Background: an optimization exercise with open tools, aiming at small area, a short achievable clock period and few clock cycles per item. Do not read the settings as production practice.
The RTL was checked by simulation tests, not by an equivalence proof against the original design.
No activity file was given, so power comes from the tool's default toggle rates.

$ cat design/flow/constraint.sdc
create_clock -name core_clock -period 10.0 [get_ports {clk}]
set_input_delay 2.0000 -clock core_clock [delete_from_list [all_inputs] [get_ports {clk}]]
set_output_delay 2.0000 -clock core_clock [all_outputs]
set_load 0.01 [all_outputs]
$ cat design/flow/config.mk
export PLATFORM = sky130hd
export DESIGN_NAME = bodega_rx
export DESIGN_NICKNAME = bodega_rx
export VERILOG_FILES = /design/flow/design.v
export SDC_FILE = /design/flow/constraint.sdc
export NUM_CORES = 4
export LEC_CHECK = 0
export CAP_MARGIN = 40
export CORE_MARGIN = 2
export CORE_UTILIZATION = 30
export SLEW_MARGIN = 20
$ cat design/flow/run.sh
#!/bin/bash
# synth_recipe.tcl (not shown) runs the flow's synth.tcl, then flattens the netlist and writes it again
# the make line also repeats each setting of config.mk as NAME=value (left out here)
make -C /OpenROAD-flow-scripts/flow DESIGN_CONFIG=/design/flow/config.mk WORK_HOME=/design/flow/orfs CLKGATE_MAP_FILE= SYNTH_SCRIPT=/design/flow/synth_recipe.tcl finish
$ cat design/flow/design.v
module bodega_rx (
    input  wire        clk,
    input  wire        rst,
    input  wire        req_valid,
    input  wire [31:0] req_word,
    output wire        req_ready,
    input  wire [11:0] rd_addr,
    output reg  [15:0] rd_data
);
    localparam [3:0] OP_NOP = 4'h0, OP_RXCLR = 4'h1, OP_RXPUSH = 4'h2, OP_DECODE = 4'h3;
    localparam [2:0] R_NONE = 3'd0, R_SHORT = 3'd1, R_SYNC = 3'd2, R_LENF = 3'd3,
                     R_LENM = 3'd4, R_CKSUM = 3'd5, R_CMD = 3'd6, R_DSHORT = 3'd7;
    localparam [1:0] S_IDLE = 2'd0, S_SUM = 2'd1, S_TRL_HI = 2'd2, S_TRL_LO = 2'd3;
    reg [7:0] rxbuf [0:257];
    reg [8:0] rxlen;
    reg       rxovf;
    reg       dec_done, dec_ok, dec_ckdbl, bad_op;
    reg [2:0] dec_reason;
    reg [15:0] dec_ck;
    reg       rec_valid, locked, powered, unit_f, batt_present, right_present;
    reg [1:0] run_mode, bsaver, comp;
    reg [7:0] rec_cmd, rec_dlen;
    reg [7:0] left_target, temp_max, temp_min, left_hyst, start_delay;
    reg [7:0] l_hot, l_mid, l_cold, l_halt, left_current;
    reg [7:0] batt_pct, volt_int, volt_frac;
    reg [11:0] volt_deci;
    reg [7:0] right_target, r_hyst, r_hot, r_mid, r_cold, r_halt, right_current, run_status;
    reg [1:0]  state;
    reg [8:0]  ptr;
    reg [15:0] acc;
    reg [7:0]  trl_hi;
    assign req_ready = (state == S_IDLE);
    wire       accept = req_valid && req_ready;
    wire [3:0] op     = req_word[31:28];
    wire [7:0] pbyte  = req_word[7:0];
    wire [7:0] rbyte = rxbuf[ptr];
    reg [2:0] head_reason;
    always @(*) begin
        if (!rxovf && rxlen < 9'd6)
            head_reason = R_SHORT;
        else if (rxbuf[0] != 8'hFE || rxbuf[1] != 8'hFE)
            head_reason = R_SYNC;
        else if (rxbuf[2] < 8'd3)
            head_reason = R_LENF;
        else if (rxovf || ({1'b0, rxbuf[2]} + 9'd3) != rxlen)
            head_reason = R_LENM;
        else
            head_reason = R_NONE;
    end
    wire [15:0] trailer = {trl_hi, rbyte};
    wire [15:0] ck_dbl  = {acc[14:0], 1'b0};
    wire        ck_plain_ok = (trailer == acc);
    wire        ck_dbl_ok   = (trailer == ck_dbl);
    wire [7:0]  cmd_b   = rxbuf[3];
    wire [7:0]  dlen    = rxbuf[2] - 8'd3;
    wire        cmd_ok  = (cmd_b == 8'h01) || (cmd_b == 8'h02);
    wire        dual    = (dlen >= 8'd28);
    wire [11:0] vdeci = rxbuf[20] * 12'd10 + {4'd0, rxbuf[21]};
    reg [1:0] comp_cls;
    always @(*) begin
        if (vdeci >= 12'd240)
            comp_cls = 2'd0;
        else if (vdeci > 12'd230 && vdeci < 12'd239)
            comp_cls = 2'd1;
        else
            comp_cls = 2'd2;
    end
    always @(posedge clk) begin
        if (accept && op == OP_RXPUSH && rxlen < 9'd258)
            rxbuf[rxlen] <= pbyte;
    end
    always @(posedge clk) begin
        if (rst) begin
            rxlen <= 9'd0;
            rxovf <= 1'b0;
            dec_done <= 1'b0; dec_ok <= 1'b0; dec_ckdbl <= 1'b0; bad_op <= 1'b0;
            dec_reason <= R_NONE;
            dec_ck <= 16'd0;
            rec_valid <= 1'b0; locked <= 1'b0; powered <= 1'b0; unit_f <= 1'b0;
            batt_present <= 1'b0; right_present <= 1'b0;
            run_mode <= 2'd0; bsaver <= 2'd0; comp <= 2'd0;
            rec_cmd <= 8'd0; rec_dlen <= 8'd0;
            left_target <= 8'd0; temp_max <= 8'd0; temp_min <= 8'd0; left_hyst <= 8'd0;
            start_delay <= 8'd0; l_hot <= 8'd0; l_mid <= 8'd0; l_cold <= 8'd0; l_halt <= 8'd0;
            left_current <= 8'd0; batt_pct <= 8'd0; volt_int <= 8'd0; volt_frac <= 8'd0;
            volt_deci <= 12'd0;
            right_target <= 8'd0; r_hyst <= 8'd0; r_hot <= 8'd0; r_mid <= 8'd0;
            r_cold <= 8'd0; r_halt <= 8'd0; right_current <= 8'd0; run_status <= 8'd0;
            state <= S_IDLE;
            ptr <= 9'd0;
            acc <= 16'd0;
            trl_hi <= 8'd0;
        end else begin
            case (state)
            S_IDLE: if (accept) begin
                bad_op <= (op >= 4'hC);
                case (op)
                OP_RXCLR: begin
                    rxlen <= 9'd0;
                    rxovf <= 1'b0;
                end
                OP_RXPUSH: begin
                    if (rxlen < 9'd258)
                        rxlen <= rxlen + 9'd1;
                    else
                        rxovf <= 1'b1;
                end
                OP_DECODE: begin
                    if (head_reason != R_NONE) begin
                        dec_done   <= 1'b1;
                        dec_ok     <= 1'b0;
                        dec_reason <= head_reason;
                        dec_ckdbl  <= 1'b0;
                    end else begin
                        state <= S_SUM;
                        ptr   <= 9'd0;
                        acc   <= 16'd0;
                    end
                end
                default: ;
                endcase
            end
            S_SUM: begin
                acc <= acc + {8'd0, rbyte};
                ptr <= ptr + 9'd1;
                if (ptr == rxlen - 9'd3)
                    state <= S_TRL_HI;
            end
            S_TRL_HI: begin
                trl_hi <= rbyte;
                ptr    <= ptr + 9'd1;
                state  <= S_TRL_LO;
            end
            S_TRL_LO: begin
                state    <= S_IDLE;
                dec_done <= 1'b1;
                dec_ck   <= acc;
                if (!ck_plain_ok && !ck_dbl_ok) begin
                    dec_ok <= 1'b0; dec_reason <= R_CKSUM; dec_ckdbl <= 1'b0;
                end else if (!cmd_ok) begin
                    dec_ok <= 1'b0; dec_reason <= R_CMD; dec_ckdbl <= 1'b0;
                end else if (dlen < 8'd18) begin
                    dec_ok <= 1'b0; dec_reason <= R_DSHORT; dec_ckdbl <= 1'b0;
                end else begin
                    dec_ok     <= 1'b1;
                    dec_reason <= R_NONE;
                    dec_ckdbl  <= !ck_plain_ok;
                    rec_valid  <= 1'b1;
                    rec_cmd    <= cmd_b;
                    rec_dlen   <= dlen;
                    locked     <= (rxbuf[4] != 8'd0);
                    powered    <= (rxbuf[5] != 8'd0);
                    run_mode   <= (rxbuf[6] == 8'd0) ? 2'd0 : (rxbuf[6] == 8'd1) ? 2'd1 : 2'd2;
                    bsaver     <= (rxbuf[7] <= 8'd2) ? rxbuf[7][1:0] : 2'd3;
                    left_target  <= rxbuf[8];
                    temp_max     <= rxbuf[9];
                    temp_min     <= rxbuf[10];
                    left_hyst    <= rxbuf[11];
                    start_delay  <= rxbuf[12];
                    unit_f       <= (rxbuf[13] == 8'd1);
                    l_hot        <= rxbuf[14];
                    l_mid        <= rxbuf[15];
                    l_cold       <= rxbuf[16];
                    l_halt       <= rxbuf[17];
                    left_current <= rxbuf[18];
                    batt_present <= (rxbuf[19] != 8'h7F);
                    batt_pct     <= (rxbuf[19] != 8'h7F) ? rxbuf[19] : 8'd0;
                    volt_int     <= rxbuf[20];
                    volt_frac    <= rxbuf[21];
                    volt_deci    <= vdeci;
                    comp         <= comp_cls;
                    right_present <= dual;
                    right_target  <= dual ? rxbuf[22] : 8'd0;
                    r_hyst        <= dual ? rxbuf[25] : 8'd0;
                    r_hot         <= dual ? rxbuf[26] : 8'd0;
                    r_mid         <= dual ? rxbuf[27] : 8'd0;
                    r_cold        <= dual ? rxbuf[28] : 8'd0;
                    r_halt        <= dual ? rxbuf[29] : 8'd0;
                    right_current <= dual ? rxbuf[30] : 8'd0;
                    run_status    <= dual ? rxbuf[31] : 8'd0;
                end
            end
            endcase
        end
    end
    function [15:0] sx;
        input [7:0] b;
        sx = {{8{b[7]}}, b};
    endfunction
    wire [8:0] bidx = rd_addr[8:0];
    always @(*) begin
        rd_data = 16'd0;
        if (rd_addr[11:9] == 3'b010) begin
            if (bidx < rxlen)
                rd_data = {8'd0, rxbuf[bidx]};
        end else if (rd_addr[11:5] == 7'd0) begin
            case (rd_addr[4:0])
            5'h00: rd_data = {6'd0, bad_op, 3'd0, dec_ckdbl, dec_reason, dec_ok, dec_done};
            5'h01: rd_data = {rxovf, 6'd0, rxlen};
            5'h04: rd_data = dec_ck;
            5'h06: rd_data = {4'd0, right_present, batt_present, comp, bsaver, run_mode,
                              unit_f, powered, locked, rec_valid};
            5'h07: rd_data = {rec_dlen, rec_cmd};
            5'h08: rd_data = sx(left_target);
            5'h09: rd_data = sx(temp_max);
            5'h0A: rd_data = sx(temp_min);
            5'h0B: rd_data = sx(left_hyst);
            5'h0C: rd_data = {8'd0, start_delay};
            5'h0D: rd_data = sx(l_hot);
            5'h0E: rd_data = sx(l_mid);
            5'h0F: rd_data = sx(l_cold);
            5'h10: rd_data = sx(l_halt);
            5'h11: rd_data = sx(left_current);
            5'h12: rd_data = {8'd0, batt_pct};
            5'h13: rd_data = {8'd0, volt_int};
            5'h14: rd_data = {8'd0, volt_frac};
            5'h15: rd_data = {4'd0, volt_deci};
            5'h16: rd_data = sx(right_target);
            5'h17: rd_data = sx(r_hyst);
            5'h18: rd_data = sx(r_hot);
            5'h19: rd_data = sx(r_mid);
            5'h1A: rd_data = sx(r_cold);
            5'h1B: rd_data = sx(r_halt);
            5'h1C: rd_data = sx(right_current);
            5'h1D: rd_data = {8'd0, run_status};
            default: rd_data = 16'd0;
            endcase
        end
    end
endmodule
==> results.yml <==
run_status:
  outcome: "finished clean"
placed_design:
  place_worst_setup_slack_ps: 1010
  routabilityCongestion: 0.962
  io_buffer_count: 43
  estimated_wirelength_of_the_detail_placed_design_mm: 320
  count_of_placed_standard_cells_including_taps: 12841
yosys:
  synth_fa_ha_area_share_pct: 0.517
  post-synth-top-area-cell: "sky130_fd_sc_hd__edfxtp_1"
  dominant_combinational_cell_family_by_area_after_synthesis: "multiplexers"
  synthMostInstantiatedCell: "sky130_fd_sc_hd__edfxtp_1"
  postSynthRegisterBits: 2588
  syn_warnings: 1
  yosys.area_share.simple_pct: 4.78
  synth_async_sr_flop_share_pct: 0
  post_synthesis_sequential_area_ratio_pct: 60.9
  ys_types: 88
  synth_ff_type: "sky130_fd_sc_hd__edfxtp_1"
  synth.top_cells.by_area: "sky130_fd_sc_hd__edfxtp_1 56%, sky130_fd_sc_hd__mux4_2 22%, sky130_fd_sc_hd__dfxtp_1 4.6%"
  synth_enable_flop_cells: 2304
  synth_largest_type_area_fraction_pct: 56.3
  synth.cell_area_mm2: 0.123
  synthesized_area_fraction_occupied_by_xor_and_xnor_cells_pct: 0.570
  netlist_top_cells_count: "2304 x sky130_fd_sc_hd__edfxtp_1, 1204 x sky130_fd_sc_hd__mux4_2, 548 x sky130_fd_sc_hd__mux2i_1"
  synth_mux_area_share_pct: 26.9
  postSynthAreaPerCell_um2: 17.3
  synth_cells: 7121
  synth_compound_area_share_pct: 4.09
worst_hold_path:
  hold_path_class: "reg2reg"
clock_tree:
  clock_path_buffers: 4
  post_cts_resize_count: 0
  cts_inserted_buffers: 284
  cts_post_setup_buffers_inserted: 0
  cts.sink_count: 2588
  cts_tree: "yes"
  cts.hold.buffers_added: 0
  cts_root_buffer: "sky130_fd_sc_hd__clkbuf_16"
  htree_levels: 5
  clock_latency_ps: 930
  cts.clk_slew.worst_paths_ps: 60
cells_and_area:
  drive_above_1_share_pct: 29.4
  nNetsFinal: 7796
  area_growth_syn_to_layout_pct: 16.9
  fillers: 38202
  stdcell_count: 13410
worst_setup_path:
  worst_ep_required_time_ps: 8000
  cpMaxStageDelayCell: "sky130_fd_sc_hd__o21ai_0"
  timing.critical_path.slowest_cell_delay_ps: 710
  cp_num_buf_inv: 4
  timing.critical_path.cells: "buf_8 > buf_12 > buf_12 > mux4_2 > mux4_2 > mux4_2 > mux2i_1 > a21oi_1 > o21ai_0 > o22ai_1 > clkdlybuf4s50_1"
  cp_common_cell: "sky130_fd_sc_hd__mux4_2"
  critPathTopFamily: "multiplexers"
  critPathArrivalTime_ps: 7300
  critPathCaptureType: "output pin"
  path_class: "in2out"
  critPathMaxFanout: 43
  cp-start-kind: "input pin"
detailed_routing:
  avgRoutedWirePerCell_um: 34.7
  drt-initial-drc-count: 12847
  drt_drc_violations_left: 0
  finalWirelength_mm: 466
  num_vias: 79915
  detail_route.first_pass.iterations: 8
  drt-vias-per-instance: 5.96
  route.antenna.remaining_nets: 0
floorplanning:
  floorplan.die_area_mm2: 0.415
  io_pins: 64
  coreArea_mm2: 0.409
  die_w_um: 644
  floorplan.initialDensity_pct: 30.1
  row_count: 235
  chipHeight_um: 644
timing:
  finalHoldViolCount: 0
  timing.final.ws_setup_ps: 696
  grt_setup_unrepaired: "no"
  finClkSkew_ps: 55.7
  final_setup_fails: 0
  worst-slew-pin-transition_ps: 1080
  final-max-slew-violation-count: 0
  final_min_period_over_clock_period_pct: 93.0
  fmax_mhz: 107
  layout_min_cycle_time_ps: 9300
  final.setup.tns_ps: 0
  max_slew_margin_pct: 27.9
grt:
  grt_pass1_vias: 77849
  grt-ovfl-total: 0
  grt_first_pass_wirelength_mm: 634
  maximum_number_of_pins_on_one_net_before_global_route_repair: 144
  antenna_violations_before_repair: 44
  track_usage_pct: 21.8
power_and_ir_drop:
  power.total_mw: 25.6
  worst_ir_drop_on_vdd_mv: 0.132
  pwr_density_cell_mw_per_mm2: 178
  power.static_leakage_nw: 44.4
run:
  maxCapViolCount: 0
-- routing by layer --
metal	global-route usage (%)	part of all wire, %	vias up
li1	-	-	30486
met1	27.1	36	41861
met2	32.4	44	6220
met3	7.84	13	1310
met4	13.3	7.0	38
met5	0.185	0.081	-
-- flip-flops by register name (all words and copies together), names as in the netlist, 9 cells and up, named ones only --
signal and count:
rxbuf 2304, dec_ck 16, acc 16, volt_deci 12, ptr 9, rxlen 9
-- cells by family after synthesis --
family | count (synthesis)
AO/OA/AOI/OAI | 689
XOR/XNOR | 80
adder cells (fa/ha/maj) | 49
buffers and inverters | 586
flip-flops | 2588
multiplexers | 1791
other | 1
AND/OR/NAND/NOR | 1337
-- final cells by class --
class	instances	area, um^2	share of cell area (%)
clock inverters	158	1570	1.09
multi-input cells	4170	46400	32.3
clock buffers	357	7580	5.28
inverters	48	190	0.132
well taps	5451	6820	4.75
repair buffers	608	6170	4.29
diodes	30	75.1	0.0522
flip-flops and latches	2588	74900	52.1
-- where the power goes --
part | total (mW) | switching [mW] | internal (mW)
logic | 3.17 | 1.87 | 1.30
registers | 11.9 | 0.0530 | 11.8
clock network | 10.5 | 4.54 | 5.99
total | 25.6 | 6.47 | 19.1
-- final timing paths --
check / start / endpoint / slack (ps) / depth (start not counted)
worst min register to register: dec_done / dec_done / 450 / 2
worst max register to register: register / start_delay[0] / 1900 / 19
worst min-delay path: dec_done / dec_done / 450 / 2
worst max-delay path: rd_addr[0] / rd_data[4] / 700 / 11
-- worst register-to-register path: cells and delay by family, from the launching register on --
kind / cells / cell delay, ps
simple gates: 8 / 3590
buf+inv: 6 / 2460
compound gates: 3 / 940
flops: 1 / 410
fa+ha+maj: 1 / 410
mux: 1 / 240
-- through the flow --
stage	utilization (%)	hold slack, ps	cell area (um^2)
floorplan	-	425	124000
global placement	32.2	444	132000
CTS	35.0	446	143000
finish	35.2	448	144000
detailed placement	32.8	437	134000
global route	35.1	473	144000
-- layout by cell type (no fill, tap or decap), drive strengths merged, types with 14 or more instances in the layout --
master,netlist,layout
o22ai,31,31
nand2b,20,20
and2,19,19
mux2i,548,548
nor4,43,43
nand2,545,545
nor2,437,437
nand3,67,67
a21oi,107,107
buf,263,572
edfxtp,2304,2304
a211oi,31,31
dfxtp,284,284
nor3,37,37
nand4,36,36
nor2b,49,49
a22o,50,50
xor2,32,32
clkdlybuf4s50,0,27
and3,22,22
ha,46,46
clkinv,3,118
clkbuf,275,366
a221oi,34,34
xnor2,48,48
a21o,14,14
inv,45,54
mux4,1204,1204
o21ai,39,39
conb,1,224
mux2,39,39
diode,0,30
a31oi,30,30
bufinv,0,22
a22oi,219,219
Testbench counts, summed over its fixed seeds: cycles 24,730, frames 384.

[static timing again, ports no longer ideal]
In the flow no input, the clock included, has a driving cell. The finished layout below was timed again as built, in two steps.
Step 1 (the two cells are an assumption about what drives the block):
set clk [get_ports {clk}]
set_driving_cell -lib_cell sky130_fd_sc_hd__clkbuf_16 $clk
set_driving_cell -lib_cell sky130_fd_sc_hd__buf_2 [delete_from_list [all_inputs] $clk]
Step 2 adds t to the input delays and takes it off the output delays; t is the mean of the earliest and latest rising clock arrival at the registers after step 1. Input paths then give back, and output paths get back, about the clock's delay inside the block.
Slacks: ideal ports / drivers / drivers and shift; pairs: ideal ports / drivers.
t, ns: 1.016
setup WS [ns]: 0.696 / 0.643 / 0.643
slew at the worst register clock pin (ns): 0.07 / 0.07
After both steps setup and hold are still met in this run. For this run, drivers alone change the setup slack by -0.053 ns; drivers and shift together by -0.053 ns.
